Context: an optimization exercise on an open-source flow, tuned for small area, a short achievable clock period and few clock cycles. The choices shown serve that exercise and are no tape-out recipe. Function was checked by simulation only, so behaviour that the tests miss may differ from the original. Power figures rest on the tool's default switching activity, not on a simulated workload.

**flow/run.sh**
```bash
#!/bin/bash
set -euo pipefail
bash standard.sh synth > synth.log 2>&1
bash standard.sh SETUP_SLACK_MARGIN=21 \
    "CTS_ARGS=-sink_clustering_enable -repair_clock_nets -dont_use_dummy_load -buf_list {sky130_fd_sc_hd__clkbuf_4 sky130_fd_sc_hd__clkbuf_8}" \
    finish > layout.log 2>&1
```
**standard.sh**
```bash
#!/bin/bash
# synth_recipe.tcl (not shown) runs the flow's synth.tcl, then flattens the netlist and writes it again
# the make line also repeats each setting of config.mk as NAME=value (left out here)
make -C /OpenROAD-flow-scripts/flow DESIGN_CONFIG=/design/flow/config.mk WORK_HOME=/design/flow/orfs CLKGATE_MAP_FILE= SYNTH_SCRIPT=/design/flow/synth_recipe.tcl "${@:-finish}"
```
**config.mk**
```make
export PLATFORM = sky130hd
export DESIGN_NAME = vm_core
export DESIGN_NICKNAME = vm_core
export VERILOG_FILES = /design/flow/design.v
export SDC_FILE = /design/flow/constraint.sdc
export NUM_CORES = 8
export LEC_CHECK = 0
export CAP_MARGIN = 40
export CORE_MARGIN = 2
export CORE_UTILIZATION = 34
export GPL_TIMING_DRIVEN = 1
export PLACE_DENSITY = 0.5
export SLEW_MARGIN = 40
```
**constraint.sdc**
```tcl
create_clock -name core_clock -period 28.0 [get_ports {clk}]
set_input_delay 5.6000 -clock core_clock [delete_from_list [all_inputs] [get_ports {clk}]]
set_output_delay 5.6000 -clock core_clock [all_outputs]
set_load 0.01 [all_outputs]
```
**design.v**
```verilog
module vm_muldiv (
    input  wire [1:0]  op,
    input  wire [63:0] a,
    input  wire [63:0] b,
    output wire [63:0] abs_a,
    output wire [63:0] abs_b,
    output wire        neg
);
    assign abs_a = a[63] ? (64'd0 - a) : a;
    assign abs_b = b[63] ? (64'd0 - b) : b;
    assign neg   = (op == 2'd2) ? a[63] : (a[63] ^ b[63]);
endmodule
module vm_lzc64 (
    input  wire [63:0] v,
    output wire [6:0]  z
);
    wire [63:0] v0 = v;
    wire [31:0] a1;  wire [31:0]  c1;
    wire [15:0] a2;  wire [31:0]  c2;
    wire [7:0]  a3;  wire [23:0]  c3;
    wire [3:0]  a4;  wire [15:0]  c4;
    wire [1:0]  a5;  wire [9:0]   c5;
    wire        a6;  wire [5:0]   c6;
    genvar g;
    generate
        for (g = 0; g < 32; g = g + 1) begin : l1
            assign a1[g] = v0[2*g+1] | v0[2*g];
            assign c1[g] = !v0[2*g+1];
        end
        for (g = 0; g < 16; g = g + 1) begin : l2
            assign a2[g] = a1[2*g+1] | a1[2*g];
            assign c2[2*g+1:2*g] = a1[2*g+1] ? {1'b0, c1[2*g+1]} : {1'b1, c1[2*g]};
        end
        for (g = 0; g < 8; g = g + 1) begin : l3
            assign a3[g] = a2[2*g+1] | a2[2*g];
            assign c3[3*g+2:3*g] = a2[2*g+1] ? {1'b0, c2[4*g+3:4*g+2]} : {1'b1, c2[4*g+1:4*g]};
        end
        for (g = 0; g < 4; g = g + 1) begin : l4
            assign a4[g] = a3[2*g+1] | a3[2*g];
            assign c4[4*g+3:4*g] = a3[2*g+1] ? {1'b0, c3[6*g+5:6*g+3]} : {1'b1, c3[6*g+2:6*g]};
        end
        for (g = 0; g < 2; g = g + 1) begin : l5
            assign a5[g] = a4[2*g+1] | a4[2*g];
            assign c5[5*g+4:5*g] = a4[2*g+1] ? {1'b0, c4[8*g+7:8*g+4]} : {1'b1, c4[8*g+3:8*g]};
        end
    endgenerate
    assign a6 = a5[1] | a5[0];
    assign c6 = a5[1] ? {1'b0, c5[9:5]} : {1'b1, c5[4:0]};
    assign z  = a6 ? {1'b0, c6} : 7'd64;
endmodule
module vm_fpu (
    input  wire        clk,
    input  wire        rst,
    input  wire        start,
    input  wire        hold,       
    input  wire [2:0]  op,
    input  wire [63:0] a,
    input  wire [63:0] b,
    output wire        soon,       
    output wire        done,
    output wire [63:0] result
);
    localparam [63:0] QNAN = 64'h7FF8000000000000;
    localparam [3:0] S_IDLE = 4'd0,
                     M_PREP = 4'd1, M_ITER = 4'd2, M_FIN = 4'd3,
                     F_A2 = 4'd4, F_A3 = 4'd5, F_A4 = 4'd6, F_RND = 4'd7,
                     F_SPEC = 4'd8,
                     D_SUBA = 4'd9, D_SET = 4'd10, D_IT = 4'd11, D_F1 = 4'd12,
                     D_F2 = 4'd13, D_SUBB = 4'd14, F_A4S = 4'd15;
    reg  [3:0]  state;
    reg  [63:0] A, B;           
    reg  [63:0] Q;              
    reg  [57:0] QM;             
    reg  [53:0] D;              
    reg  [13:0] E;              
    reg  [6:0]  cnt;
    reg         is_mul, is_div;
    reg         neg;            
    reg         sg;             
    reg         xge;            
    reg         esub;           
    reg         rovf, rzero;    
    reg         dst;            
    reg  [11:0] dab, dba;       
    reg  [6:0]  lza, lzb;       
    reg         mlast;          
    reg         yb;             
    reg         dlowq;          
    reg  [5:0]  qd;             
    reg  [63:0] res_q;          
    reg         res_v;
    wire is_int = !op[2];
    wire [63:0] abs_a, abs_b;
    wire        neg_s;
    vm_muldiv u_front (.op(op[1:0]), .a(a), .b(b), .abs_a(abs_a), .abs_b(abs_b), .neg(neg_s));
    wire        sx = a[63], sy = b[63];
    wire [10:0] ex = a[62:52], ey = b[62:52];
    wire        x_nan  = (ex == 11'h7FF) && (a[51:0] != 52'd0);
    wire        y_nan  = (ey == 11'h7FF) && (b[51:0] != 52'd0);
    wire        x_inf  = (ex == 11'h7FF) && (a[51:0] == 52'd0);
    wire        y_inf  = (ey == 11'h7FF) && (b[51:0] == 52'd0);
    wire        x_zero = (a[62:0] == 63'd0);
    wire [10:0] ea1 = (ex == 11'd0) ? 11'd1 : ex;
    wire [10:0] eb1 = (ey == 11'd0) ? 11'd1 : ey;
    wire        y_zero = (b[62:0] == 63'd0);
    reg  [63:0] add_spec;
    reg         add_is_spec;
    always @(*) begin
        add_is_spec = 1'b1;
        add_spec    = 64'd0;
        if (x_nan || y_nan || (x_inf && y_inf && (sx != sy))) add_spec = QNAN;
        else if (x_inf)              add_spec = a;
        else if (y_inf)              add_spec = b;
        else if (x_zero && y_zero)   add_spec = {sx & sy, 63'd0};
        else if (x_zero)             add_spec = b;
        else if (y_zero)             add_spec = a;
        else                         add_is_spec = 1'b0;
    end
    wire        d_sign = sx ^ sy;
    reg  [63:0] div_spec;
    reg         div_is_spec;
    always @(*) begin
        div_is_spec = 1'b1;
        div_spec    = 64'd0;
        if (x_nan || y_nan || (x_inf && y_inf)) div_spec = QNAN;
        else if (x_inf)                         div_spec = {d_sign, 11'h7FF, 52'd0};
        else if (y_inf || x_zero)               div_spec = {d_sign, 63'd0};
        else                                    div_is_spec = 1'b0;
    end
    wire [52:0] nm_in = (state == D_SUBB) ? {1'b0, B[51:0]} : {1'b0, A[51:0]};
    wire [63:0] lz1_in = (state == S_IDLE) ? abs_a :
                         (state == F_A4)   ? {A[55:0], 8'hFF} :
                                             {nm_in, 11'h7FF};
    wire [6:0]  lz1, lz2;
    vm_lzc64 u_lz1 (.v(lz1_in), .z(lz1));
    vm_lzc64 u_lz2 (.v(abs_b), .z(lz2));
    wire [6:0]  sdiff = lzb - lza;           
    wire [56:0] nsum   = A[56:0];
    wire        n_full = ({4'd0, lz1} < E[10:0]);
    wire [63:0] shl_in  = (state == M_PREP) ? B :
                          (state == F_A4 || state == F_A4S) ? {8'd0, A[55:0]} :
                                              {11'd0, nm_in};
    wire [5:0]  shl_amt = (state == M_PREP) ? sdiff[5:0] :
                          (state == F_A4S)  ? (E[5:0] - 6'd1) : lz1[5:0];
    wire [63:0] shl_out = shl_in << shl_amt;
    wire [63:0] big = xge ? A : B;
    wire [63:0] sml = xge ? B : A;
    wire [10:0] eb  = (big[62:52] == 11'd0) ? 11'd1 : big[62:52];
    wire [10:0] es  = (sml[62:52] == 11'd0) ? 11'd1 : sml[62:52];
    wire [55:0] mb  = {(big[62:52] != 11'd0), big[51:0], 3'b000};
    wire [55:0] ms  = {(sml[62:52] != 11'd0), sml[51:0], 3'b000};
    wire [11:0] dexp = xge ? dab : dba;
    wire [55:0] dsig  = Q[56] ? {Q[56:2], Q[1] | Q[0] | dst} : {Q[55:1], Q[0] | dst};
    wire [13:0] dexpv = Q[56] ? E : (E - 14'd1);
    wire        dovf  = !dexpv[13] && (dexpv >= 14'd2047);
    wire        dlow  = dexpv[13] || (dexpv == 14'd0);
    wire [13:0] dsh   = 14'd1 - dexpv;
    wire        fa2     = (state == F_A2);
    wire [55:0] shr_in  = fa2 ? ms : dsig;
    wire        shr_big = fa2 ? (dexp > 12'd55) : (dsh > 14'd55);
    wire [5:0]  shr_amt = fa2 ? dexp[5:0] : dsh[5:0];
    wire [55:0] shr_sh  = shr_in >> shr_amt;
    wire        shr_st  = shr_big ? (|shr_in) : (|(shr_in & ~({56{1'b1}} << shr_amt)));
    wire [55:0] shr_out = {(shr_big ? 55'd0 : shr_sh[55:1]), (shr_big ? 1'b0 : shr_sh[0]) | shr_st};
    wire [2:0]  btrip = {Q[1:0], yb};
    wire        bone  = (btrip == 3'b001) || (btrip == 3'b010) ||
                        (btrip == 3'b101) || (btrip == 3'b110);
    wire        btwo  = (btrip == 3'b011) || (btrip == 3'b100);
    wire        bneg  = btrip[2] && (btrip != 3'b111);
    wire [63:0] bmag  = btwo ? {B[62:0], 1'b0} : (bone ? B : 64'd0);
    wire [63:0] bterm = bneg ? ~bmag : bmag;
    wire        mfin  = (state == M_FIN) || (state == M_PREP);
    wire [63:0] vres  = (state == M_PREP) ? (is_div ? 64'd0 : A) : (is_div ? Q : A);
    reg  [63:0] ax, ay;
    reg         ac;
    always @(*) begin
        case (state)
            S_IDLE: begin ax = {1'b0, a[62:0]}; ay = ~{1'b0, b[62:0]}; ac = 1'b1; end
            M_ITER: begin ax = A; ay = is_mul ? bterm : ~B; ac = is_mul ? bneg : 1'b1; end
            F_A3:   begin ax = {8'd0, A[55:0]}; ay = {8'd0, B[55:0]} ^ {64{esub}}; ac = esub; end
            D_F1:   begin ax = {7'd0, A[56:0]}; ay = {7'd0, B[56:0]}; ac = 1'b0; end
            default: begin ax = 64'd0; ay = neg ? ~vres : vres; ac = neg; end
        endcase
    end
    wire [64:0] sum = {1'b0, ax} + {1'b0, ay} + {64'd0, ac};
    function [57+57+2-1:0] srt_step;
        input [56:0] s;
        input [56:0] c;
        input [53:0] d;
        reg   [3:0]  y;
        reg   [56:0] s2, c2, yv;
        reg   [56:0] ns, nc;
        reg          qp, qn;
        begin
            y  = s[55:52] + c[55:52];
            qp = !y[3];                      
            qn = y[3] && (y != 4'b1111);     
            s2 = {s[55:0], 1'b0};
            c2 = {c[55:0], 1'b0};
            yv = qp ? ~{3'b000, d} : (qn ? {3'b000, d} : 57'd0);
            ns = s2 ^ c2 ^ yv;
            nc = (((s2 & c2) | (s2 & yv) | (c2 & yv)) << 1) | {56'd0, qp};
            srt_step = {ns, nc, qp, qn};
        end
    endfunction
    wire [115:0] st1 = srt_step(A[56:0], B[56:0], D);
    wire [115:0] st2 = srt_step(st1[115:59], st1[58:2], D);
    wire [115:0] st3 = srt_step(st2[115:59], st2[58:2], D);
    wire [3:0]  qv = ({4{qd[5]}} & 4'd4) - ({4{qd[4]}} & 4'd4) +
                     ({4{qd[3]}} & 4'd2) - ({4{qd[2]}} & 4'd2) +
                     ({4{qd[1]}} & 4'd1) - ({4{qd[0]}} & 4'd1);
    wire [3:0]  qv1 = qv - 4'd1;
    wire [57:0] q_next  = {(qv[3] ? QM[54:0] : Q[54:0]), qv[2:0]};
    wire [57:0] qm_next = {((qv[3] || qv == 4'd0) ? QM[54:0] : Q[54:0]), qv1[2:0]};
    wire [56:0] W      = sum[56:0];
    wire        wneg   = W[56];
    wire [56:0] Sx     = A[56:0], Cx = B[56:0];
    wire [56:0] Dx     = {3'b000, D};
    wire        wzero  = ((Sx ^ Cx) == {(Sx[55:0] | Cx[55:0]), 1'b0});
    wire [56:0] s3     = Sx ^ Cx ^ Dx;
    wire [56:0] c3     = {((Sx[55:0] & Cx[55:0]) | (Sx[55:0] & Dx[55:0]) | (Cx[55:0] & Dx[55:0])), 1'b0};
    wire        wdzero = ((s3 ^ c3) == {(s3[55:0] | c3[55:0]), 1'b0});
    wire        rdf = (state == D_F2);
    wire [55:0] rs  = rdf ? dsig : A[55:0];
    wire [10:0] ref0 = rdf ? (dexpv[10:0] - 11'd1) : E[10:0];
    wire        rov = rdf ? dovf : rovf;
    wire        rz  = rdf ? 1'b0 : rzero;
    wire        rup = rs[2] & (rs[1] | rs[0] | rs[3]);
    wire [53:0] rm  = {1'b0, rs[55:3]} + {53'd0, rup};
    wire [10:0] rfield = ref0 + {9'd0, rm[53:52]};
    wire [63:0] rres = rz  ? 64'd0 :
                       rov ? {sg, 11'h7FF, 52'd0} : {sg, rfield, rm[51:0]};
    wire m_short = (state == M_PREP) && !is_mul && (lza > lzb);
    wire m_last  = mlast;
    wire m_early = (state == M_ITER) && m_last && !neg;
    wire [63:0] m_early_res = is_mul ? sum[63:0] :
                              is_div ? {Q[62:0], sum[64]} :
                              (sum[64] ? sum[63:0] : A);
    wire        done_c   = (state == M_FIN) || m_short || m_early || (state == F_RND) ||
                           (state == F_SPEC) || ((state == D_F2) && !dlowq);
    assign soon = done_c;
    wire [63:0] result_c = (state == F_SPEC) ? A :
                           (state == M_ITER) ? m_early_res :
                           (state == M_FIN || state == M_PREP) ? sum[63:0] : rres;
    assign done   = res_v;
    assign result = res_q;
    always @(posedge clk) begin
        if (done_c) res_q <= result_c;
        if (rst) begin
            res_v <= 1'b0;
        end else if (done_c) begin
            res_v <= 1'b1;
        end else if (!hold) begin
            res_v <= 1'b0;
        end
        if (rst) begin
            state <= S_IDLE;
        end else begin
            case (state)
                S_IDLE: if (start) begin
                    if (is_int) begin
                        is_mul <= (op[1:0] == 2'd0);
                        is_div <= (op[1:0] == 2'd1);
                        neg    <= neg_s;
                        A      <= abs_a;
                        B      <= abs_b;
                        lza    <= lz1;
                        lzb    <= lz2;
                        state  <= M_PREP;
                    end else if (!op[0]) begin
                        if (add_is_spec) begin
                            A <= add_spec;
                            state <= F_SPEC;
                        end else begin
                            A   <= a;
                            B   <= b;
                            xge <= sum[64];
                            dab <= {1'b0, ea1} - {1'b0, eb1};
                            dba <= {1'b0, eb1} - {1'b0, ea1};
                            state <= F_A2;
                        end
                    end else if (div_is_spec) begin
                        A <= div_spec;
                        state <= F_SPEC;
                    end else if (ex == 11'd0 || ey == 11'd0) begin
                        A <= a;
                        B <= b;
                        E <= 14'd0;
                        state <= (ex == 11'd0) ? D_SUBA : D_SUBB;
                    end else begin
                        A  <= {11'd0, 1'b1, a[51:0]};    
                        B  <= 64'd0;
                        D  <= {1'b1, b[51:0], 1'b0};
                        Q  <= 64'd0;
                        QM <= {58{1'b1}};
                        qd <= 6'd0;
                        E  <= {3'd0, ex} - {3'd0, ey} + 14'd1023;
                        sg <= d_sign;
                        cnt <= 7'd18;
                        state <= D_IT;
                    end
                end
                M_PREP: begin
                    if (is_mul) begin
                        if (lza >= lzb) begin
                            Q <= A;
                        end else begin
                            Q <= B;
                            B <= A;
                        end
                        A <= 64'd0;
                        mlast <= ((lza >= lzb) ? lza : lzb) >= 7'd63;
                        yb    <= 1'b0;
                        state <= ((lza == 7'd64) || (lzb == 7'd64)) ? M_FIN : M_ITER;
                    end else if (lza > lzb) begin
                        state <= S_IDLE;
                    end else begin
                        Q   <= 64'd0;
                        B   <= shl_out;
                        cnt <= sdiff;
                        mlast <= (lza == lzb);
                        state <= M_ITER;
                    end
                end
                M_ITER: begin
                    if (is_mul) begin
                        A <= sum[63:0];
                        B <= {B[61:0], 2'b00};
                        Q <= {2'b00, Q[63:2]};
                        yb <= Q[1];
                        mlast <= (Q[63:3] == 61'd0);
                        if (m_last) state <= neg ? M_FIN : S_IDLE;
                    end else begin
                        if (sum[64]) A <= sum[63:0];
                        Q <= {Q[62:0], sum[64]};
                        B <= {1'b0, B[63:1]};
                        cnt <= cnt - 7'd1;
                        mlast <= (cnt == 7'd1);
                        if (m_last) state <= neg ? M_FIN : S_IDLE;
                    end
                end
                F_A2: begin
                    A[55:0] <= mb;
                    B[55:0] <= shr_out;
                    E    <= {3'd0, eb};
                    sg   <= big[63];
                    esub <= A[63] ^ B[63];
                    state <= F_A3;
                end
                F_A3: begin
                    A[56:0] <= sum[56:0];
                    state <= F_A4;
                end
                F_A4: begin
                    if (nsum[56] || n_full) begin
                        A[55:0] <= nsum[56] ? {nsum[56:2], nsum[1] | nsum[0]} : shl_out[55:0];
                        E[10:0] <= nsum[56] ? E[10:0] : (E[10:0] - {4'd0, lz1} - 11'd1);
                    end
                    rovf    <= nsum[56] && (E[10:0] == 11'd2046);
                    rzero   <= (nsum == 57'd0);
                    state   <= (nsum[56] || n_full) ? F_RND : F_A4S;
                end
                F_A4S: begin
                    A[55:0] <= shl_out[55:0];
                    E[10:0] <= 11'd0;
                    state   <= F_RND;
                end
                D_SUBA: begin
                    A[62:52] <= 11'd1;
                    A[51:0]  <= shl_out[51:0];
                    E <= E - {7'd0, lz1};
                    state <= (B[62:52] == 11'd0) ? D_SUBB : D_SET;
                end
                D_SUBB: begin
                    B[62:52] <= 11'd1;
                    B[51:0]  <= shl_out[51:0];
                    E <= E + {7'd0, lz1};
                    state <= D_SET;
                end
                D_SET: begin
                    A  <= {11'd0, 1'b1, A[51:0]};
                    B  <= 64'd0;
                    D  <= {1'b1, B[51:0], 1'b0};
                    Q  <= 64'd0;
                    QM <= {58{1'b1}};
                    qd <= 6'd0;
                    E  <= E + {3'd0, A[62:52]} - {3'd0, B[62:52]} + 14'd1023;
                    sg <= A[63] ^ B[63];
                    cnt <= 7'd18;
                    state <= D_IT;
                end
                D_IT: begin
                    cnt <= cnt - 7'd1;
                    if (cnt == 7'd0) state <= D_F1;
                end
                D_F1: begin
                    Q[57:0] <= wneg ? qm_next : q_next;
                    dlowq   <= (wneg ? qm_next[56] : q_next[56]) ? (E[13] || E == 14'd0)
                                                               : (E[13] || E == 14'd0 || E == 14'd1);
                    dst     <= wneg ? !wdzero : !wzero;
                    state   <= D_F2;
                end
                D_F2: begin
                    A[55:0] <= shr_out;
                    E[10:0] <= 11'd0;
                    rovf    <= 1'b0;
                    rzero   <= 1'b0;
                    state   <= dlowq ? F_RND : S_IDLE;
                end
                default: state <= S_IDLE;    
            endcase
            if (state == D_IT) begin
                A[56:0] <= st3[115:59];
                B[56:0] <= st3[58:2];
                Q[57:0] <= q_next;
                QM      <= qm_next;
                qd      <= {st1[1:0], st2[1:0], st3[1:0]};
            end
        end
    end
endmodule
module vm_core (
    input  wire        clk,
    input  wire        rst,
    input  wire [15:0] code_len,
    input  wire [16:0] pool_len,
    output wire [15:0] imem_addr,
    input  wire [63:0] imem_data,
    output wire [15:0] cp_index,
    input  wire [1:0]  cp_kind,
    input  wire [63:0] cp_value,
    input  wire [15:0] cp_window,
    input  wire [15:0] cp_nret,
    output reg         emit_valid,
    output reg         emit_ret,
    output reg  [1:0]  emit_tag,
    output reg  [63:0] emit_data,
    output reg         halted,
    output reg  [2:0]  res_kind,
    output reg  [15:0] res_ip,
    output reg  [2:0]  res_depth
);
    localparam RF_SIZE = 16;
    localparam [1:0] T_INV = 2'd0, T_INT = 2'd1, T_FLT = 2'd2;
    localparam [1:0] K_JMP = 2'd2;
    localparam [2:0] R_NORMAL = 3'd0, F_LOAD = 3'd1, F_INDEX = 3'd2,
                     F_TYPE = 3'd3, F_ARITH = 3'd4, F_STACK = 3'd5,
                     F_DECODE = 3'd6;
    localparam [2:0] P_CHECK = 3'd0, P_RUN = 3'd1,
                     P_COPY = 3'd4, P_RETOUT = 3'd5, P_HALT = 3'd6;
    function legal_op;
        input [7:0] o;
        begin
            case (o)
                8'h00, 8'h01, 8'h02,
                8'h10, 8'h11, 8'h12, 8'h13, 8'h14, 8'h15,
                8'h20, 8'h21, 8'h30, 8'h31,
                8'h40, 8'h41, 8'h42, 8'h44, 8'h45, 8'h46,
                8'h48, 8'h49, 8'h4A, 8'h4C, 8'h4D, 8'h4E,
                8'h50, 8'h51: legal_op = 1'b1;
                default:      legal_op = 1'b0;
            endcase
        end
    endfunction
    function [15:0] onehot4;
        input [3:0] s;
        begin
            onehot4 = 16'd1 << s;
        end
    endfunction
    reg [2:0]  phase;
    reg [15:0] cl;                  
    reg [16:0] pl;                  
    reg [1:0]  rf_tag  [0:RF_SIZE-1];
    reg [63:0] rf_data [0:RF_SIZE-1];
    reg [1:0]  dep;                 
    reg [4:0]  fbase, fsize, fnret, fretdst;
    reg [15:0] fcbase;
    reg [15:0] s_ip     [0:2];
    reg [4:0]  s_base   [1:2];
    reg [4:0]  s_size   [1:2];
    reg [4:0]  s_nret   [1:2];
    reg [4:0]  s_retdst [1:2];
    reg [15:0] s_cbase  [1:2];
    reg [15:0] pc;                  
    reg [4:0]  fbase_f;             
    reg        ir_v;
    reg [63:0] ir;
    reg [15:0] ip_f;                
    reg [15:0] cpi;                 
    reg        ir_last;             
    reg        ir_end;              
    reg [15:0] selP, selQ, selW;    
    reg        x_v;
    reg [7:0]  x_op;
    reg [15:0] x_ip;
    reg        x_end;
    reg [63:0] xr_a, xr_b;          
    reg [1:0]  xr_ta, xr_tb;        
    reg        x_bypA, x_bypB;      
    reg [15:0] x_selW;
    reg        x_rbad;              
    reg        x_cbad;              
    reg        x_taken;             
    reg        x_jconst;            
    reg [15:0] x_jt;                
    reg [16:0] x_jlo;               
    reg        x_jhi;               
    reg [15:0] x_ca, x_cb;          
    reg        x_khi0;              
    reg [4:0]  x_kwin, x_knret;     
    wire [63:0] au_result;
    reg         au_flt;
    wire [63:0] x_a  = x_bypA ? au_result : xr_a;
    wire [63:0] x_b  = x_bypB ? au_result : xr_b;
    wire [1:0]  x_ta = x_bypA ? (au_flt ? 2'd2 : 2'd1) : xr_ta;
    wire [1:0]  x_tb = x_bypB ? (au_flt ? 2'd2 : 2'd1) : xr_tb;
    reg        au_busy;
    reg [15:0] au_dst;
    reg [15:0] csrc, cdst;          
    reg [4:0]  cleft;
    wire [63:0] fw   = imem_data;
    wire [7:0]  fop  = fw[7:0];
    wire        f_jmp  = (fop[7:4] == 4'h4) && (fop[1:0] != 2'b11);
    wire        f_usea = (fop == 8'h01) || (f_jmp && fop[1:0] != 2'b00);
    wire [3:0]  f_sa = fbase_f[3:0] + fw[11:8];
    wire [3:0]  f_sb = fbase_f[3:0] + fw[27:24];
    wire [3:0]  f_sc = fbase_f[3:0] + fw[43:40];
    wire [15:0] f_cidx = (fop == 8'h50) ? fw[55:40] :
                         (f_jmp && fop[1:0] == 2'b00) ? fw[23:8] : fw[47:32];
    wire [15:0] pc_inc = pc + 16'd1;
    assign imem_addr = pc;
    assign cp_index  = cpi;
    wire [7:0]  op  = ir[7:0];
    wire [55:0] arg = ir[63:8];
    wire [23:0] ba  = ir[31:8];
    wire [31:0] bb  = ir[63:32];
    wire [15:0] ca  = ir[23:8];
    wire [15:0] cb  = ir[39:24];
    wire [15:0] cc  = ir[55:40];
    wire is_jump = (op[7:4] == 4'h4) && (op[1:0] != 2'b11);
    wire j_rel   = op[3];
    wire j_const = op[2];
    wire j_cond  = (op[1:0] != 2'b00);
    wire cidx_hi  = (op == 8'h50) ? 1'b0 :
                    (is_jump && !j_cond) ? (arg[55:16] != 40'd0) :
                                           (bb[31:16] != 16'd0);
    wire cidx_bad = cidx_hi || ({1'b0, cpi} >= pl);
    reg chk_cidx;
    always @(*) begin
        case (op)
            8'h02, 8'h45, 8'h46, 8'h4D, 8'h4E: chk_cidx = 1'b1;
            8'h44, 8'h4C, 8'h50:               chk_cidx = 1'b1;
            default:                           chk_cidx = 1'b0;
        endcase
    end
    wire bad_a   = (ca[15:5] != 11'd0) || (ca[4:0] >= fsize);
    wire bad_b   = (cb[15:5] != 11'd0) || (cb[4:0] >= fsize);
    wire bad_c   = (cc[15:5] != 11'd0) || (cc[4:0] >= fsize);
    wire bad_ba  = (ba[23:5] != 19'd0) || (ba[4:0] >= fsize);
    wire bad_arg = (arg[55:5] != 51'd0) || (arg[4:0] >= fsize);
    reg  rbad;
    always @(*) begin
        case (op)
            8'h01:                              rbad = bad_arg;
            8'h02, 8'h41, 8'h42, 8'h45, 8'h46,
            8'h49, 8'h4A, 8'h4D, 8'h4E:         rbad = bad_ba;
            8'h15:                              rbad = bad_a | bad_b;
            8'h10, 8'h11, 8'h12, 8'h13, 8'h14,
            8'h20, 8'h21, 8'h30, 8'h31:         rbad = bad_a | bad_b | bad_c;
            default:                            rbad = 1'b0;
        endcase
    end
    reg  [16:0] j_lo;
    reg         j_hi_ok;
    always @(*) begin
        if (!j_cond) begin
            if (j_rel) begin
                j_lo    = arg[16:0];
                j_hi_ok = (arg[55:16] == 40'd0) || (arg[55:16] == {40{1'b1}});
            end else begin
                j_lo    = {1'b0, arg[15:0]};
                j_hi_ok = (arg[55:16] == 40'd0);
            end
        end else begin
            if (j_rel) begin
                j_lo    = bb[16:0];
                j_hi_ok = (bb[31:16] == 16'd0) || (bb[31:16] == 16'hFFFF);
            end else begin
                j_lo    = {1'b0, bb[15:0]};
                j_hi_ok = (bb[31:16] == 16'd0);
            end
        end
    end
    wire [15:0] j_base   = j_rel ? pc : fcbase;            
    wire [17:0] j_target = {2'b00, j_base} + {j_lo[16], j_lo};
    wire        copying = (phase == P_COPY) || (phase == P_RETOUT);
    wire        x_cr    = (phase == P_RUN) && x_v && !x_end && (x_op == 8'h50 || x_op == 8'h51);
    wire        x_copy0 = x_cr && (x_ca != 16'd0);
    wire [15:0] csrc_x  = onehot4(fbase[3:0] + x_cb[3:0]);
    wire [15:0] rselP = copying ? csrc : (x_copy0 ? csrc_x : selP);
    reg  [63:0] vP, vQ;
    reg  [1:0]  tP, tQ;
    integer k;
    always @(*) begin
        vP = 64'd0; vQ = 64'd0; tP = 2'd0; tQ = 2'd0;
        for (k = 0; k < RF_SIZE; k = k + 1) begin
            vP = vP | (rf_data[k] & {64{rselP[k]}});
            tP = tP | (rf_tag[k]  & {2{rselP[k]}});
            vQ = vQ | (rf_data[k] & {64{selQ[k]}});
            tQ = tQ | (rf_tag[k]  & {2{selQ[k]}});
        end
    end
    reg        w_en;
    reg [15:0] w_oh;
    reg [1:0]  w_tag;
    reg [63:0] w_data;
    wire       fwdP = w_en && ((w_oh & selP) != 16'd0);
    wire       fwdQ = w_en && ((w_oh & selQ) != 16'd0);
    wire [63:0] rP  = fwdP ? w_data : vP;
    wire [1:0]  rtP = fwdP ? w_tag  : tP;
    wire [63:0] rQ  = fwdQ ? w_data : vQ;
    wire [1:0]  rtQ = fwdQ ? w_tag  : tQ;
    wire        r_guard = (vP != 64'd0);
    wire        r_taken = !j_cond || (op[0] ? r_guard : !r_guard);
    wire        r_usesP = (op == 8'h01) || (is_jump && j_cond) ||
                          (op[7:4] == 4'h1) || (op[7:4] == 4'h2) || (op[7:4] == 4'h3);
    wire        r_usesQ = (op[7:4] == 4'h1 && op != 8'h15) || (op[7:4] == 4'h2) || (op[7:4] == 4'h3);
    wire        r_writes = (op == 8'h02) || (op[7:4] == 4'h1) || (op[7:4] == 4'h2) || (op[7:4] == 4'h3);
    wire        r_serial = (op == 8'h12 || op == 8'h13 || op == 8'h14 || op == 8'h20 ||
                            op == 8'h21 || op == 8'h50 || op == 8'h51);
    wire        au_pend = au_go || (au_busy && !au_wr);
    wire [15:0] au_pdst = au_go ? x_selW : au_dst;
    wire        r_rawP  = r_usesP && ((selP & au_pdst) != 16'd0);
    wire        r_rawQ  = r_usesQ && ((selQ & au_pdst) != 16'd0);
    wire        r_waw   = r_writes && ((selW & au_pdst) != 16'd0);
    wire        r_early = au_busy && au_soon && !au_go && !r_waw &&
                          !(op == 8'h50 || op == 8'h51) && !(is_jump && j_cond);
    wire        r_auhaz = au_pend && (r_serial || r_rawP || r_rawQ || r_waw) && !r_early;
    wire        r_haz   = (is_jump && j_cond && fwdP) || r_auhaz;
    wire xo_add = (x_op == 8'h10);
    wire xo_neg = (x_op == 8'h15);
    wire xo_flt = (x_op == 8'h31);
    wire [63:0] alu_x = xo_neg ? 64'd0 : (xo_flt ? {1'b0, x_a[62:0]} : x_a);
    wire [63:0] alu_y = xo_add ? x_b : (xo_neg ? ~x_a : (xo_flt ? ~{1'b0, x_b[62:0]} : ~x_b));
    wire [63:0] alu_s = alu_x + alu_y + {63'd0, !xo_add};
    wire        lt_res = (x_a[63] != x_b[63]) ? x_a[63] : alu_s[63];
    wire fb_nan = (x_a[62:52] == 11'h7FF) && (x_a[51:0] != 52'd0);
    wire fc_nan = (x_b[62:52] == 11'h7FF) && (x_b[51:0] != 52'd0);
    wire f_bothzero = (x_a[62:0] == 63'd0) && (x_b[62:0] == 63'd0);
    wire f_eqmag = (x_a[62:0] == x_b[62:0]);
    reg  flt_res;
    always @(*) begin
        if (fb_nan || fc_nan || f_bothzero)
            flt_res = 1'b0;
        else if (x_a[63] != x_b[63])
            flt_res = x_a[63];
        else if (!x_a[63])
            flt_res = alu_s[63];                   
        else
            flt_res = !alu_s[63] && !f_eqmag;      
    end
    wire [17:0] xj_t  = x_jconst ? ({2'b00, x_jt} + {x_jlo[16], x_jlo}) : {2'b00, x_jt};
    wire        xj_ok = x_jhi && (xj_t[17:16] == 2'b00) && (xj_t[15:0] < cl);
    wire [16:0] run_end  = {1'b0, x_cb} + {1'b0, x_ca};
    wire        run_bad  = (x_ca != 16'd0) && (run_end > {12'd0, fsize});
    wire [4:0]  call_nb  = fbase + fsize;
    wire [5:0]  call_top = {1'b0, call_nb} + {1'b0, x_kwin};
    wire [4:0]  c_base   = (dep == 2'd1) ? 5'd0 : s_base[dep == 2'd3 ? 2 : 1];
    wire [4:0]  c_size   = (dep == 2'd1) ? 5'd8 : s_size[dep == 2'd3 ? 2 : 1];
    wire [16:0] rdst_end = {12'd0, fretdst} + {1'b0, x_ca};
    wire [4:0]  sat_cb   = (x_cb > 16'd17) ? 5'd17 : x_cb[4:0];
    wire [15:0] cdst_x   = (x_op == 8'h50) ? onehot4(call_nb[3:0]) :
                                             onehot4(c_base[3:0] + fretdst[3:0]);
    wire [15:0] x_ipn    = x_ip + 16'd1;
    wire        xrun  = (phase == P_RUN) && x_v && !x_end;
    wire        xo_au = (x_op == 8'h12 || x_op == 8'h13 || x_op == 8'h14 ||
                         x_op == 8'h20 || x_op == 8'h21);
    wire        au_go = xrun && xo_au;
    wire [2:0]  au_op = (x_op == 8'h12) ? 3'd0 : (x_op == 8'h13) ? 3'd1 :
                        (x_op == 8'h14) ? 3'd2 : {2'b10, x_op[0]};
    wire        x_wr  = xrun && (x_op == 8'h02 || x_op == 8'h10 || x_op == 8'h11 ||
                                 x_op == 8'h15 || x_op == 8'h30 || x_op == 8'h31);
    wire        au_done, au_soon;
    wire        au_wr = au_busy && au_done && !x_wr;
    vm_fpu u_au (
        .clk(clk), .rst(rst), .start(au_go), .hold(x_wr), .op(au_op),
        .a(x_a), .b(x_b), .soon(au_soon), .done(au_done), .result(au_result)
    );
    reg [2:0] x_fault;
    always @(*) begin
        x_fault = 3'd0;
        if (!legal_op(x_op)) begin
            x_fault = F_DECODE;
        end else begin
            case (x_op)
                8'h00: ;
                8'h01: begin
                    if (x_rbad) x_fault = F_INDEX;
                    else if (x_ta != T_INT && x_ta != T_FLT) x_fault = F_TYPE;
                end
                8'h02: begin
                    if (x_rbad) x_fault = F_INDEX;
                    else if (x_cbad) x_fault = F_INDEX;
                    else if (x_tb[1]) x_fault = F_TYPE;
                end
                8'h10, 8'h11, 8'h12, 8'h13, 8'h14, 8'h30: begin
                    if (x_rbad) x_fault = F_INDEX;
                    else if (x_ta != T_INT || x_tb != T_INT) x_fault = F_TYPE;
                    else if ((x_op == 8'h13 || x_op == 8'h14) && x_b == 64'd0) x_fault = F_ARITH;
                end
                8'h15: begin
                    if (x_rbad) x_fault = F_INDEX;
                    else if (x_ta != T_INT) x_fault = F_TYPE;
                end
                8'h20, 8'h21, 8'h31: begin
                    if (x_rbad) x_fault = F_INDEX;
                    else if (x_ta != T_FLT || x_tb != T_FLT) x_fault = F_TYPE;
                    else if (x_op == 8'h21 && x_b[62:0] == 63'd0) x_fault = F_ARITH;
                end
                8'h50: begin
                    if (run_bad) x_fault = F_INDEX;
                    else if (x_cbad) x_fault = F_INDEX;
                    else if (x_tb != K_JMP) x_fault = F_TYPE;
                    else if (!x_khi0 || x_jt >= cl) x_fault = F_INDEX;
                    else if (x_ca > {11'd0, x_kwin}) x_fault = F_INDEX;
                    else if (dep == 2'd3) x_fault = F_STACK;
                    else if (call_top > 6'd16) x_fault = F_STACK;
                end
                8'h51: begin
                    if (run_bad) x_fault = F_INDEX;
                    else if (dep != 2'd0) begin
                        if ({11'd0, fnret} != x_ca) x_fault = F_INDEX;
                        else if (x_ca != 16'd0 && rdst_end > {12'd0, c_size}) x_fault = F_INDEX;
                    end
                end
                default: begin  
                    if (x_op[1:0] != 2'b00 && x_rbad) x_fault = F_INDEX;
                    else if (x_op[2] && x_cbad) x_fault = F_INDEX;
                    else if (x_op[1:0] != 2'b00 && x_ta != T_INT) x_fault = F_TYPE;
                    else if (x_op[2] && x_tb != K_JMP) x_fault = F_TYPE;
                    else if (x_taken && !xj_ok) x_fault = F_INDEX;
                end
            endcase
        end
    end
    wire x_single = !(x_op == 8'h50 || x_op == 8'h51);
    wire x_free = (phase == P_RUN) && (!x_v || x_single);
    wire r_go = (phase == P_RUN) &&
                ir_v && x_free && !r_haz;
    wire r_jump  = r_go && is_jump && r_taken;
    wire f_load  = (phase == P_CHECK) || (!ir_v || r_go);
    always @(*) begin
        w_en   = 1'b0;
        w_oh   = x_selW;
        w_tag  = T_INT;
        w_data = alu_s;
        case (phase)
            P_RUN: begin
                w_en = x_wr || au_wr || (x_copy0 && (x_op == 8'h50 || dep != 2'd0));
                if (au_wr) begin
                    w_oh = au_dst; w_tag = au_flt ? T_FLT : T_INT; w_data = au_result;
                end else case (x_op)
                    8'h50, 8'h51: begin w_oh = cdst_x; w_tag = tP; w_data = vP; end
                    8'h02: begin w_tag = x_tb[0] ? T_FLT : T_INT; w_data = x_b; end
                    8'h30: w_data = {63'd0, lt_res};
                    8'h31: w_data = {63'd0, flt_res};
                    default: ;
                endcase
            end
            P_COPY: begin
                w_en = 1'b1; w_oh = cdst; w_tag = tP; w_data = vP;
            end
            default: ;
        endcase
    end
    wire        call_ok = xrun && (x_op == 8'h50) && (x_fault == 3'd0);
    reg [RF_SIZE-1:0] clr;
    always @(*) begin
        for (k = 0; k < RF_SIZE; k = k + 1)
            clr[k] = call_ok &&
                     ({1'b0, k[4:0]} >= {1'b0, call_nb}) &&
                     ({1'b0, k[4:0]} < call_top);
    end
    always @(posedge clk) begin
        for (k = 0; k < RF_SIZE; k = k + 1) begin
            if (rst)
                rf_tag[k] <= T_INV;
            else if (w_en && w_oh[k])
                rf_tag[k] <= w_tag;
            else if (clr[k])
                rf_tag[k] <= T_INV;
            if (w_en && w_oh[k])
                rf_data[k] <= w_data;
        end
    end
    task halt_with;
        input [2:0]  kind;
        input [15:0] at;
        input [2:0]  d;
        begin
            phase     <= P_HALT;
            halted    <= 1'b1;
            res_kind  <= kind;
            res_ip    <= at;
            res_depth <= d;
        end
    endtask
    always @(posedge clk) begin
        cl <= code_len;
        pl <= pool_len;
        emit_valid <= 1'b0;
        emit_ret   <= 1'b0;
        emit_tag   <= (copying || x_copy0) ? tP : x_ta;
        emit_data  <= (copying || x_copy0) ? vP : x_a;
        if (rst) begin
            phase   <= P_CHECK;
            pc      <= 16'd0;
            ir_v    <= 1'b0;
            x_v     <= 1'b0;
            au_busy <= 1'b0;
            halted  <= 1'b0;
            res_kind  <= R_NORMAL;
            res_ip    <= 16'd0;
            res_depth <= 3'd0;
            dep     <= 2'd0;
            fbase   <= 5'd0;
            fbase_f <= 5'd0;
            fsize   <= 5'd8;
            fcbase  <= 16'd0;
        end else begin
            if (au_go) au_busy <= 1'b1;
            else if (au_wr) au_busy <= 1'b0;
            if (phase != P_HALT && f_load) begin
                ir      <= imem_data;
                ir_v    <= 1'b1;
                ip_f    <= pc;
                cpi     <= f_cidx;
                ir_last <= (pc_inc == cl);
                ir_end  <= (pc >= cl);
                selP    <= onehot4(f_usea ? f_sa : f_sb);
                selQ    <= onehot4(f_sc);
                selW    <= onehot4(f_sa);
                pc      <= (phase == P_CHECK && pc_inc == cl) ? 16'd0 : pc_inc;
            end
            x_ip    <= ip_f;
            x_end   <= ir_end;
            xr_a    <= rP;
            xr_ta   <= rtP;
            xr_b    <= (op == 8'h02) ? cp_value : rQ;
            xr_tb   <= (op == 8'h02 || op == 8'h50 || (is_jump && j_const)) ? cp_kind : rtQ;
            x_bypA  <= r_early && r_rawP;
            x_bypB  <= r_early && r_rawQ;
            x_rbad  <= rbad;
            x_cbad  <= cidx_bad;
            x_taken <= is_jump && r_taken;
            x_jconst <= j_const;
            x_jt    <= (op == 8'h50) ? cp_value[15:0] :
                       j_const ? j_base : j_target[15:0];
            x_jlo   <= cp_value[16:0];
            x_jhi   <= j_const ? ((cp_value[63:16] == 48'd0) || (cp_value[63:16] == {48{1'b1}}))
                               : (j_hi_ok && (j_target[17:16] == 2'b00));
            x_ca    <= ca;
            x_cb    <= cb;
            x_khi0  <= (cp_value[63:16] == 48'd0);
            x_kwin  <= (cp_window > 16'd17) ? 5'd17 : cp_window[4:0];
            x_knret <= (cp_nret > 16'd17) ? 5'd17 : cp_nret[4:0];
            if (r_go) begin
                x_v     <= 1'b1;
                x_op    <= op;
                x_selW  <= selW;
                if (r_jump) begin
                    ir_v <= 1'b0;
                    if (!j_const) pc <= j_target[15:0];
                end
                if (op == 8'h50) begin
                    ir_v    <= 1'b0;
                    pc      <= cp_value[15:0];
                    fbase_f <= fbase + fsize;
                end
                if (op == 8'h51 && dep != 2'd0) begin
                    ir_v    <= 1'b0;
                    pc      <= s_ip[dep - 2'd1];
                    fbase_f <= (dep == 2'd1) ? 5'd0 : s_base[dep - 2'd1];
                end
            end else if (x_free) begin
                x_v <= 1'b0;
            end
            case (phase)
                P_CHECK: begin
                    if (cl == 16'd0) begin
                        halt_with(F_LOAD, 16'd0, 3'd0);
                    end else if (ir_v) begin
                        if (!legal_op(op) || (chk_cidx && cidx_bad))
                            halt_with(F_LOAD, ip_f, 3'd0);
                        else if (ir_last)
                            phase <= P_RUN;
                    end
                end
                P_RUN: if (x_v) begin
                    if (x_end) begin
                        halt_with(R_NORMAL, x_ip, {1'b0, dep} + 3'd1);
                    end else if (x_fault != 3'd0) begin
                        halt_with(x_fault, x_ip, {1'b0, dep} + 3'd1);
                    end else begin
                        case (x_op)
                            8'h01: begin
                                emit_valid <= 1'b1;
                            end
                            8'h12, 8'h13, 8'h14, 8'h20, 8'h21: begin
                                au_dst <= x_selW;
                                au_flt <= x_op[5];
                            end
                            8'h50: begin
                                s_ip[dep] <= x_ipn;
                                if (dep != 2'd0) begin
                                    s_base[dep]   <= fbase;
                                    s_size[dep]   <= fsize;
                                    s_cbase[dep]  <= fcbase;
                                    s_nret[dep]   <= fnret;
                                    s_retdst[dep] <= fretdst;
                                end
                                dep     <= dep + 2'd1;
                                fbase   <= call_nb;
                                fsize   <= x_kwin;
                                fcbase  <= x_jt;
                                fnret   <= x_knret;
                                fretdst <= sat_cb;
                                x_v     <= 1'b0;
                                csrc    <= {csrc_x[14:0], csrc_x[15]};
                                cdst    <= {cdst_x[14:0], cdst_x[15]};
                                cleft   <= x_ca[4:0] - 5'd1;
                                if (x_ca > 16'd1) phase <= P_COPY;
                            end
                            8'h51: begin
                                csrc  <= {csrc_x[14:0], csrc_x[15]};
                                cleft <= x_ca[4:0] - 5'd1;
                                x_v   <= 1'b0;
                                if (dep == 2'd0) begin
                                    if (x_ca != 16'd0) begin
                                        emit_valid <= 1'b1;
                                        emit_ret   <= 1'b1;
                                    end
                                    if (x_ca <= 16'd1)
                                        halt_with(R_NORMAL, x_ip, 3'd1);
                                    else
                                        phase <= P_RETOUT;
                                end else begin
                                    cdst  <= {cdst_x[14:0], cdst_x[15]};
                                    dep   <= dep - 2'd1;
                                    if (dep == 2'd1) begin
                                        fbase  <= 5'd0;
                                        fsize  <= 5'd8;
                                        fcbase <= 16'd0;
                                    end else begin
                                        fbase   <= s_base[dep - 2'd1];
                                        fsize   <= s_size[dep - 2'd1];
                                        fcbase  <= s_cbase[dep - 2'd1];
                                        fnret   <= s_nret[dep - 2'd1];
                                        fretdst <= s_retdst[dep - 2'd1];
                                    end
                                    if (x_ca > 16'd1) phase <= P_COPY;
                                end
                            end
                            default: begin
                                if (x_taken && x_jconst) begin
                                    pc   <= xj_t[15:0];
                                    ir_v <= 1'b0;
                                end
                            end
                        endcase
                    end
                end
                P_COPY: begin
                    csrc  <= {csrc[14:0], csrc[15]};
                    cdst  <= {cdst[14:0], cdst[15]};
                    cleft <= cleft - 5'd1;
                    if (cleft == 5'd1) phase <= P_RUN;
                end
                P_RETOUT: begin
                    emit_valid <= 1'b1;
                    emit_ret   <= 1'b1;
                    csrc  <= {csrc[14:0], csrc[15]};
                    cleft <= cleft - 5'd1;
                    if (cleft == 5'd1)
                        halt_with(R_NORMAL, x_ip, 3'd1);
                end
                default: ;  
            endcase
        end
    end
endmodule
```
==> flow_summary.yaml, run 1 <==
outcome:
  status: "finished clean"
floorplanning:
  row_count: 260
  die_y_um: 714
  die_x_um: 714
  ios: 320
  coreArea_um2: 502000
  dieArea_um2: 510000
  initial_core_util: 0.342
grt:
  met2_usage: 0.634
  use_met3: 0.147
  antenna_found_initial: 145
  grt_busiest_layer: "met2"
  grt_pass1_vias: 166691
  grt_max_degree: 107
  gr-usage-met1: 0.544
  grtUsageTotal: 0.444
  grt_overflow: 0
  grt_pass1_wl_um: 1550000
power:
  pwr-share-clk: 0.178
  power_frac_seq: 0.315
  p_int_mw: 8.33
  power_density_nw_per_um2: 75.6
  p_comb_frac: 0.508
  p_leak_nw: 74.7
  p_sw_frac: 0.464
  vdd_drop_max_mv: 0.0681
  p_switching_mw: 7.21
timing:
  max_freq_ghz: 0.134
  min_period_ns: 7.45
  setup-violations-final: 0
  tightest_slew_ns: 1.07
  finalHoldViolations: 0
  finalSetupTns_ns: 0
  rsz0062_at_grt: "true"
  fin_skew_ns: 0.248
  period_share: 0.266
  worst_slew_margin_rel: 0.270
  slew_violations: 0
layout:
  area_growth_pct: 20.0
  fin_cells: 26403
  nNetsFinal: 20629
  layout-drive-gt1-share: 0.187
  fillers: 50151
clock_network:
  clockRootBuffer: "clkbuf_8"
  insertion_delay_ns: 1.29
  cts_tree: "done"
  htree_levels: 5
  cts_sinks: 2266
  cts_made_buffers: 417
  ctsHoldBuffers: 0
  cts_max_path_buffers: 4
  path_clk_slew_ns: 0.07
critical_path:
  crit_arrival_ns: 1.85
  path_max_fanout: 2
  path_depth: 1
  crit_path_start: "cpi[0]$_DFFE_PP_"
  crit_chain: "buf_2"
  endpoint: "cp_index[0]"
  start_kind: "flop"
  cp.required_ns: 22.40
  cp-end-kind: "output pin"
  r2r_cells: 35
  r2r_end: "u_au.B[34]$_DFFE_PP_"
  r2r-start: "u_au.A[52]$_DFFE_PP_"
  critical_path_class: "reg2out"
  crit_buf_inv: 1
  cpPeakStageDelay_ns: 0.45
  cp_slowest_cell: "edfxtp_1"
  critPathTopFamily: "flip-flops"
  rrSetupSlack_ns: 20.63
synth:
  syn_inst: 18998
  synth.most_common_cell: "edfxtp_1"
  ys_async_sr_fraction: 0
  synth_area_leader_cell: "edfxtp_1"
  syn_area_um2: 171000
  ys_ff_latch: 2266
  synth_edf_count: 2049
  synth.top_cells.by_area: "edfxtp_1 36%, a21oi_1 5.0%, mux2i_1 4.6%"
  ys_types: 132
  synth_common_cells: "2049 x edfxtp_1, 1916 x nor2_1, 1700 x a21oi_1"
  synth_top_area_share: 0.359
  synth_top_flop_cell: "edfxtp_1"
  synth.net_count: 19984
  avgSynthCellArea_um2: 9.02
  ys_seq_area_frac: 0.385
  yosysWarningCount: 4
drt:
  wl_um: 1190000
  dr_total_vias: 183260
  first_pass_iters: 12
  drt_iter0_drc: 30349
  wl_per_cell_um: 45.1
  antenna_left: 0
  post_drt_via_cell_ratio: 6.94
  drcViolationCount: 0
placed_design:
  portBuffers: 319
  dpl.cell_count: 25330
  post-dp-hpwl_um: 847000
  place.gp.congestion: 1.08
min_path:
  hold_path.class: "reg2reg"
  whs_path_depth: 0
flow_run:
  cap_violations: 0
## flip-flops by register name, indices dropped and copies added, names as in the netlist, 17 cells and up, named ones only
| register | cells |
|---|---|
| ir | 64 |
| u_au.QM | 55 |
| xr_a | 64 |
| rf_tag | 32 |
| emit_data | 64 |
| u_au.D | 52 |
| rf_data | 1024 |
| u_au.res_q | 64 |
| pl | 17 |
| u_au.Q | 64 |
| s_cbase | 32 |
| x_jlo | 17 |
| u_au.A | 64 |
| s_ip | 48 |
| u_au.B | 64 |
| xr_b | 64 |
## cell type report
cell class                 count  area [um2]  share of cell area
multi-input combinational  14388      104000               0.508
sequential                  2266       66100               0.321
timing repair buffer        1766       17600              0.0858
tap                         6681        8360              0.0407
clock buffer                 417        5740              0.0279
inverter                     800        3170              0.0154
antenna                       81         203            0.000986
timing repair inverter         4        41.3            0.000201
## routing by layer
layer | wire [um] | up-vias
met1 | 434000 | 91152
li1 | - | 72927
met5 | 591 | -
met4 | 124000 | 84
met3 | 151000 | 4180
met2 | 480000 | 14917
## logic make-up (layout without fill, tap and decap cells)
kind of cell | count (synthesis) | count (layout) | synth area share
adders and majority gates | 791 | 791 | 0.0687
and+or+nand+nor | 5366 | 5373 | 0.146
muxes | 1012 | 1012 | 0.0616
xor gates and xnor gates | 736 | 736 | 0.0377
DFF | 2266 | 2266 | 0.385
AOI/OAI and AO/OA | 6475 | 6476 | 0.249
other | 0 | 81 | 0
buffers and inverters | 2352 | 2987 | 0.0531
## power by group through the flow
stage          Sequential (mW)  Clock (mW)  Combinational [mW]
2_1_floorplan             4.83           0                3.43
3_3_place_gp              4.93           0                6.55
3_5_place_dp              4.93           0                6.59
4_1_cts                   4.87        2.78                7.11
5_1_grt                   4.91        2.89                7.94
6_report                  4.89        2.76                7.89
## per-stage QoR
step	utilization	hold WS [ns]	power (mW)	setup WS (ns)	area [um2]
after floorplan	-	0.400	8.27	19.47	172000
after global placement	0.369	0.425	11.5	16.79	185000
after detailed placement	0.372	0.417	11.5	16.67	187000
after CTS	0.400	0.365	14.8	20.44	200000
after global routing	0.409	0.390	15.7	20.51	205000
final	0.410	0.383	15.5	20.55	206000
## layout by cell type, fill, tap and decap left out, types with 98 or more instances in the layout
cell type,instances
xor2_1,247
o211ai_1,126
edfxtp_1,2049
a221oi_1,500
mux2i_2,98
xnor2_1,424
a21oi_1,1582
and3_1,192
nor4_1,130
o21ai_0,1173
buf_4,1107
a211oi_1,154
nand2b_1,128
clkbuf_8,419
ha_1,513
o22ai_1,387
mux2i_1,676
dfxtp_1,127
nand4_1,269
a22oi_1,485
nand2_1,1392
a31oi_1,134
fa_1,209
inv_1,738
nand3_1,312
o221ai_1,103
nor3_1,267
buf_12,124
a21o_1,220
clkdlybuf4s50_1,185
buf_6,195
mux2_2,182
a22o_1,364
nor2_1,1803
## worst min-delay path by stage
stage	from	endpoint	slack, ns
3_3_place_gp	ir_end$_DFFE_PP_	x_end$_DFFE_PN_	0.42
2_1_floorplan	ir_end$_DFFE_PP_	x_end$_DFFE_PN_	0.40
6_report	selW[5]$_SDFFCE_PP0P_	x_selW[5]$_DFFE_PP_	0.38
3_5_place_dp	ir_end$_DFFE_PP_	x_end$_DFFE_PN_	0.42
5_1_grt	selW[3]$_SDFFCE_PP0P_	x_selW[3]$_DFFE_PP_	0.39
4_1_cts	selW[3]$_SDFFCE_PP0P_	x_selW[3]$_DFFE_PP_	0.36
## timing repair
action,CTS,global route
pin swaps,230,284
endpoints found under the setup margin,1982,996
setup buffers,320,189
gates resized for setup,1673,593
gates cloned,42,18
Testbench counts, summed over its fixed seeds: cycles 95,993.
==> inputs of run 2 (changes only) <==
==> flow/run.sh (replaced) <==
#!/bin/bash
set -euo pipefail
bash standard.sh synth > synth.log 2>&1
bash standard.sh SETUP_SLACK_MARGIN=20.6 \
    "CTS_ARGS=-sink_clustering_enable -repair_clock_nets -dont_use_dummy_load -buf_list {sky130_fd_sc_hd__clkbuf_4 sky130_fd_sc_hd__clkbuf_8}" \
    finish > layout.log 2>&1
--- a/config.mk
+++ b/config.mk
@@ -9,5 +9,4 @@
 export CORE_MARGIN = 2
 export CORE_UTILIZATION = 34
-export GPL_TIMING_DRIVEN = 1
 export PLACE_DENSITY = 0.5
 export SLEW_MARGIN = 40
==> flow_summary.yaml, run 2 <==
layout:
  area_growth_pct: 16.7
  fillers: 50501
  largest_reg_flops: 1024
  top_register: "rf_data"
  nNetsFinal: 20415
  layout_commonest_cell: "edfxtp_1"
  fin_cells: 26205
  fin_area_um2: 200000
  final_cell_mix: "2049 x edfxtp_1, 1824 x nor2_1, 1609 x a21oi_1"
  layout-drive-gt1-share: 0.156
clock_network:
  ctsHoldBuffers: 0
  cts_sinks: 2266
  cts_made_buffers: 420
  cts_tree: "done"
  cts_max_path_buffers: 4
  insertion_delay_ns: 1.26
  path_clk_slew_ns: 0.06
  htree_levels: 5
  clockRootBuffer: "clkbuf_8"
grt:
  grt_pass1_vias: 164401
  grt_max_degree: 114
  grtUsageTotal: 0.439
  grt_overflow: 0
  antenna_found_initial: 146
  grt_pass1_wl_um: 1530000
timing:
  finalSetupTns_ns: 0
  setup-violations-final: 0
  min_period_ns: 7.57
  fin_ws_ns: 20.43
  tightest_slew_ns: 1.11
  finalHoldViolations: 0
  slew_violations: 0
  worst_slew_margin_rel: 0.254
  period_share: 0.270
  max_freq_ghz: 0.132
  rsz0062_at_grt: "true"
  fin_skew_ns: 0.200
flow_run:
  cap_violations: 0
floorplanning:
  initial_core_util: 0.342
  ios: 320
  die_x_um: 714
  die_y_um: 714
  dieArea_um2: 510000
  coreArea_um2: 502000
  row_count: 260
drt:
  drcViolationCount: 0
  post_drt_via_cell_ratio: 6.96
  antenna_left: 0
  first_pass_iters: 10
  drt_iter0_drc: 30363
  dr_total_vias: 182474
  wl_um: 1180000
  wl_per_cell_um: 45.2
outcome:
  status: "finished clean"
synth:
  syn_inst: 18998
  syn_area_um2: 171000
  synth.net_count: 19984
  avgSynthCellArea_um2: 9.02
  synth_area_leader_cell: "edfxtp_1"
  synth-xor-area-share: 0.0377
  synth_compound_area_frac: 0.249
  synth.top_cells.by_area: "edfxtp_1 36%, a21oi_1 5.0%, mux2i_1 4.6%"
  ys_types: 132
  ys_async_sr_fraction: 0
  synth_top_area_share: 0.359
  synth_edf_count: 2049
  synth_common_cells: "2049 x edfxtp_1, 1916 x nor2_1, 1700 x a21oi_1"
  synth_adder_area_share: 0.0687
  synth_top_family_by_area: "compound AO/OA/AOI/OAI gates"
  yosys.area_share.simple: 0.146
  ys_seq_area_frac: 0.385
  synth.area.mux_share: 0.0616
  yosysWarningCount: 4
  synth_top_flop_cell: "edfxtp_1"
  ys_ff_latch: 2266
  synth.most_common_cell: "edfxtp_1"
power:
  pwr-share-clk: 0.184
  vdd_drop_max_mv: 0.0498
  power_frac_seq: 0.326
  p_switching_mw: 7.00
  p_int_mw: 8.01
  p_leak_nw: 72.6
  p_comb_frac: 0.490
  p_sw_frac: 0.466
  power_density_nw_per_um2: 75.1
critical_path:
  cp.required_ns: 28.99
  r2r-start: "u_au.A[53]$_DFFE_PP_"
  crit_arrival_ns: 8.56
  r2r_end: "u_au.B[36]$_DFFE_PP_"
  start_kind: "input pin"
  cp-end-kind: "flop"
  path_max_fanout: 7
  crit_chain: "clkdlybuf4s50_1 > nand4_1 > nor4_1 > and3_4 > o21ai_0 > o31ai_1"
  rrSetupSlack_ns: 20.52
  cp_slowest_cell: "clkdlybuf4s50_1"
  cpPeakStageDelay_ns: 0.87
  r2r_cells: 35
  critical_path_class: "in2reg"
placed_design:
  postPlaceCellArea_um2: 186000
  pre_cts_slack_ns: 17.49
  dpl.cell_count: 25334
  post-dp-hpwl_um: 855000
  place.gp.congestion: 1.09
  portBuffers: 319
min_path:
  whs_path_depth: 0
  whs_endpoint: "x_ip[7]$_DFFE_PN_"
  hold_path.class: "reg2reg"
  hold_start: "ip_f[7]$_DFFE_PP_"
run 2: cell counts after synthesis:
No cell type changed its count.
run 2: what timing repair did:
action / CTS / global route
gates resized for setup: 910 / 474
endpoints found under the setup margin: 1460 / 812
cloned: 16 / 27
pin swaps: 77 / 166
buffers inserted: 145 / 154
run 2: logic make-up after synthesis:
| family | Yosys count |
|---|---|
| buffers and inverters | 2352 |
| AOI/OAI and AO/OA | 6475 |
| xor gates and xnor gates | 736 |
| muxes | 1012 |
| adders and majority gates | 791 |
| DFF | 2266 |
| and+or+nand+nor | 5366 |
run 2: layout make-up:
| class | count | area, um2 | share of cell area |
|---|---|---|---|
| repair inverters | 3 | 30.0 | 0.000150 |
| well taps | 6681 | 8360 | 0.0418 |
| flip-flops and latches | 2266 | 66000 | 0.330 |
| multi-input cells | 14387 | 102000 | 0.510 |
| repair buffers | 1551 | 14500 | 0.0725 |
| clock buffers | 420 | 5780 | 0.0289 |
| inverters | 800 | 3150 | 0.0158 |
| diodes | 97 | 243 | 0.00121 |
run 2: metrics by stage:
step,util,power [mW],hold slack [ns]
floorplan,-,8.26,0.400
global placement,0.369,11.5,0.431
detailed placement,0.371,11.5,0.434
CTS,0.390,14.4,0.410
finish,0.398,15.0,0.431
global route,0.398,15.2,0.424
run 2: critical path: cells and delay by family:
| kind | cells | cell delay, ns |
|---|---|---|
| buffers and inverters | 1 | 0.87 |
| AND/OR/NAND/NOR | 3 | 1.73 |
| AO/OA/AOI/OAI | 2 | 0.32 |
run 2: worst max path at each step:
stage                                    start                   end  depth (start not counted)
after CTS                     cpi[3]$_DFFE_PP_           cp_index[3]                          1
after detailed placement      x_bypA$_DFFE_PN_  u_au.A[20]$_DFFE_PP_                         28
after global routing      u_au.A[53]$_DFFE_PP_  u_au.B[36]$_DFFE_PP_                         35
after floorplan                            rst                  flop                          7
final                             cp_value[62]       x_jhi$_DFFE_PN_                          6
after global placement        x_bypA$_DFFE_PN_  u_au.B[58]$_DFFE_PP_                         20
run 2: power by group through the flow:
| stage | Sequential (mW) | Clock, mW | Combinational, mW |
|---|---|---|---|
| after floorplan | 4.83 | 0 | 3.43 |
| after global placement | 4.94 | 0 | 6.55 |
| after detailed placement | 4.94 | 0 | 6.59 |
| after CTS | 4.87 | 2.78 | 6.78 |
| after global routing | 4.90 | 2.89 | 7.41 |
| final | 4.89 | 2.77 | 7.36 |
run 2: metal layers:
layer | share of wire | routed length, um | GRT usage
met2 | 0.41 | 484000 | 0.635
met5 | 0.00060 | 715 | 0
met3 | 0.13 | 150000 | 0.138
met1 | 0.37 | 433000 | 0.544
met4 | 0.099 | 117000 | 0.334
==> inputs of run 3 (changes only) <==
==> flow/run.sh (replaced) <==
#!/bin/bash
set -euo pipefail
bash standard.sh synth > synth.log 2>&1
bash standard.sh SETUP_SLACK_MARGIN=21.3 \
    "CTS_ARGS=-sink_clustering_enable -repair_clock_nets -dont_use_dummy_load -buf_list {sky130_fd_sc_hd__clkbuf_4 sky130_fd_sc_hd__clkbuf_8}" \
    finish > layout.log 2>&1
==> flow_summary.yaml, run 3 <==
synth:
  synth_compound_area_frac: 0.249
  synth.most_common_cell: "edfxtp_1"
  synth_common_cells: "2049 x edfxtp_1, 1916 x nor2_1, 1700 x a21oi_1"
  synth_edf_count: 2049
  synth_top_area_share: 0.359
  synth_area_leader_cell: "edfxtp_1"
  synth_adder_area_share: 0.0687
  synth-xor-area-share: 0.0377
  ys_ff_latch: 2266
  synth_top_flop_cell: "edfxtp_1"
  avgSynthCellArea_um2: 9.02
  yosysWarningCount: 4
  syn_inst: 18998
  ys_types: 132
  synth.net_count: 19984
  synth_top_family_by_area: "compound AO/OA/AOI/OAI gates"
  syn_area_um2: 171000
  synth.area.mux_share: 0.0616
  synth.top_cells.by_area: "edfxtp_1 36%, a21oi_1 5.0%, mux2i_1 4.6%"
  ys_async_sr_fraction: 0
  ys_seq_area_frac: 0.385
  yosys.area_share.simple: 0.146
drt:
  wl_per_cell_um: 44.4
  drt_iter0_drc: 31350
  post_drt_via_cell_ratio: 6.97
  antenna_left: 0
  drcViolationCount: 0
  dr_total_vias: 185301
  wl_um: 1180000
  first_pass_iters: 10
critical_path:
  cp_slowest_cell: "edfxtp_1"
  cpPeakStageDelay_ns: 0.44
  cp-end-kind: "output pin"
  cp.required_ns: 22.40
  path_max_fanout: 2
  start_kind: "flop"
  crit_buf_inv: 1
  crit_arrival_ns: 1.79
  critical_path_class: "reg2out"
  critPathTopFamily: "flip-flops"
  crit_chain: "buf_2"
layout:
  multi_input_area_um2: 106000
  post-route-util: 0.418
  layout-drive-gt1-share: 0.204
  fillers: 49892
  top_register: "rf_data"
  fin_area_um2: 210000
  largest_reg_flops: 1024
  seq_area_um2: 66100
  area_growth_pct: 22.5
  nNetsFinal: 20786
  fin_cells: 26578
  layout_commonest_cell: "edfxtp_1"
  final_cell_mix: "2049 x edfxtp_1, 1772 x nor2_1, 1553 x a21oi_1"
placed_design:
  postPlaceCellArea_um2: 187000
  post-dp-hpwl_um: 813000
  place.gp.congestion: 1.09
  portBuffers: 319
  dpl.cell_count: 25278
  pre_cts_slack_ns: 17.09
grt:
  grtUsageTotal: 0.437
  grt_overflow: 0
  grt_pass1_vias: 168070
  grt_pass1_wl_um: 1540000
  grt_max_degree: 110
  antenna_found_initial: 129
clock_network:
  path_clk_slew_ns: 0.05
  htree_levels: 5
  cts_max_path_buffers: 4
  clockRootBuffer: "clkbuf_8"
  ctsHoldBuffers: 0
  insertion_delay_ns: 1.25
  cts_sinks: 2266
  cts_tree: "done"
  cts_made_buffers: 420
timing:
  fin_hold_ws_ns: 0.366
  setup-violations-final: 0
  period_share: 0.264
  max_freq_ghz: 0.135
  worst_slew_margin_rel: 0.232
  slew_violations: 0
  fin_ws_ns: 20.61
  finalHoldViolations: 0
  min_period_ns: 7.39
  tightest_slew_ns: 1.15
  finalSetupTns_ns: 0
  fin_skew_ns: 0.181
  rsz0062_at_grt: "true"
floorplanning:
  ios: 320
  die_x_um: 714
  die_y_um: 714
  row_count: 260
  dieArea_um2: 510000
  coreArea_um2: 502000
  initial_core_util: 0.342
power:
  p_leak_nw: 76.6
  p_total_mw: 15.9
  power_density_nw_per_um2: 75.9
  vdd_drop_max_mv: 0.0647
min_path:
  hold_path.class: "reg2reg"
flow_run:
  cap_violations: 0
outcome:
  status: "finished clean"
-- run 3: worst paths after layout --
path | startpoint | to | slack [ns] | cells after the start
max | cpi[2]$_DFFE_PP_ | cp_index[2] | 20.61 | 1
min reg2reg | ip_f[13]$_DFFE_PP_ | x_ip[13]$_DFFE_PN_ | 0.37 | 0
max reg2reg | u_au.A[55]$_DFFE_PP_ | u_au.A[16]$_DFFE_PP_ | 20.80 | 35
min | ip_f[13]$_DFFE_PP_ | x_ip[13]$_DFFE_PN_ | 0.37 | 0
-- run 3: per-layer routing --
| metal | track usage | part of all wire | vias up |
|---|---|---|---|
| met3 | 0.160 | 0.13 | 4440 |
| met1 | 0.527 | 0.36 | 91666 |
| met5 | 0.00330 | 0.00058 | - |
| met4 | 0.356 | 0.11 | 67 |
| met2 | 0.620 | 0.40 | 15757 |
| li1 | - | - | 73371 |
-- run 3: layout make-up --
class / count / area share
antenna: 99 / 0.00118
clock buffer: 420 / 0.0276
inverter: 800 / 0.0150
multi-input combinational: 14402 / 0.505
sequential: 2266 / 0.315
tap: 6681 / 0.0398
timing repair buffer: 1907 / 0.0966
timing repair inverter: 3 / 0.000268
-- run 3: power by group --
part	total, mW	switching (mW)	internal, mW
registers	4.91	0.277	4.63
clock network	2.79	1.48	1.31
logic	8.23	5.61	2.62
total	15.9	7.37	8.55
-- run 3: kinds of logic after synthesis --
kind of cell,count (synthesis)
fa+ha+maj,791
xor+xnor,736
mux,1012
buf+inv,2352
simple gates,5366
flops,2266
compound gates,6475
-- run 3: timing repair --
action / 4_1_cts / 5_1_grt
gates resized for setup: 1989 / 614
gates cloned: 90 / 26
setup buffers: 454 / 202
setup endpoints to repair: 1987 / 936
pin swaps: 367 / 298

[what the ideal ports hide]
No port has a modelled driver above. Below, the same layouts with a new extraction and two added sets of constraints.
Step 1 assumes that a clkbuf_16 drives the clock port and a buf_2 every other input.
Step 2 also shifts input and output timing later by t, the mid clock arrival at the registers, as if the neighbouring blocks saw the same clock.
a / b / c = ideal ports / drivers / drivers and shift; a / b = the first two.
| run | shift t [ns] | slack for setup (ns) | slew at the worst register clock pin (ns) |
|---|---|---|---|
| run 1 | 1.296 | 20.552 / 20.426 / 19.720 | 0.08 / 0.08 |
| run 2 | 1.273 | 20.434 / 20.439 / 19.259 | 0.07 / 0.07 |
| run 3 | 1.280 | 20.614 / 20.489 / 20.038 | 0.08 / 0.08 |
After both steps every run listed still meets setup and hold. The setup slack of run 2, which loses most, moves by +0.005 ns with the drivers and by -1.175 ns with both steps.
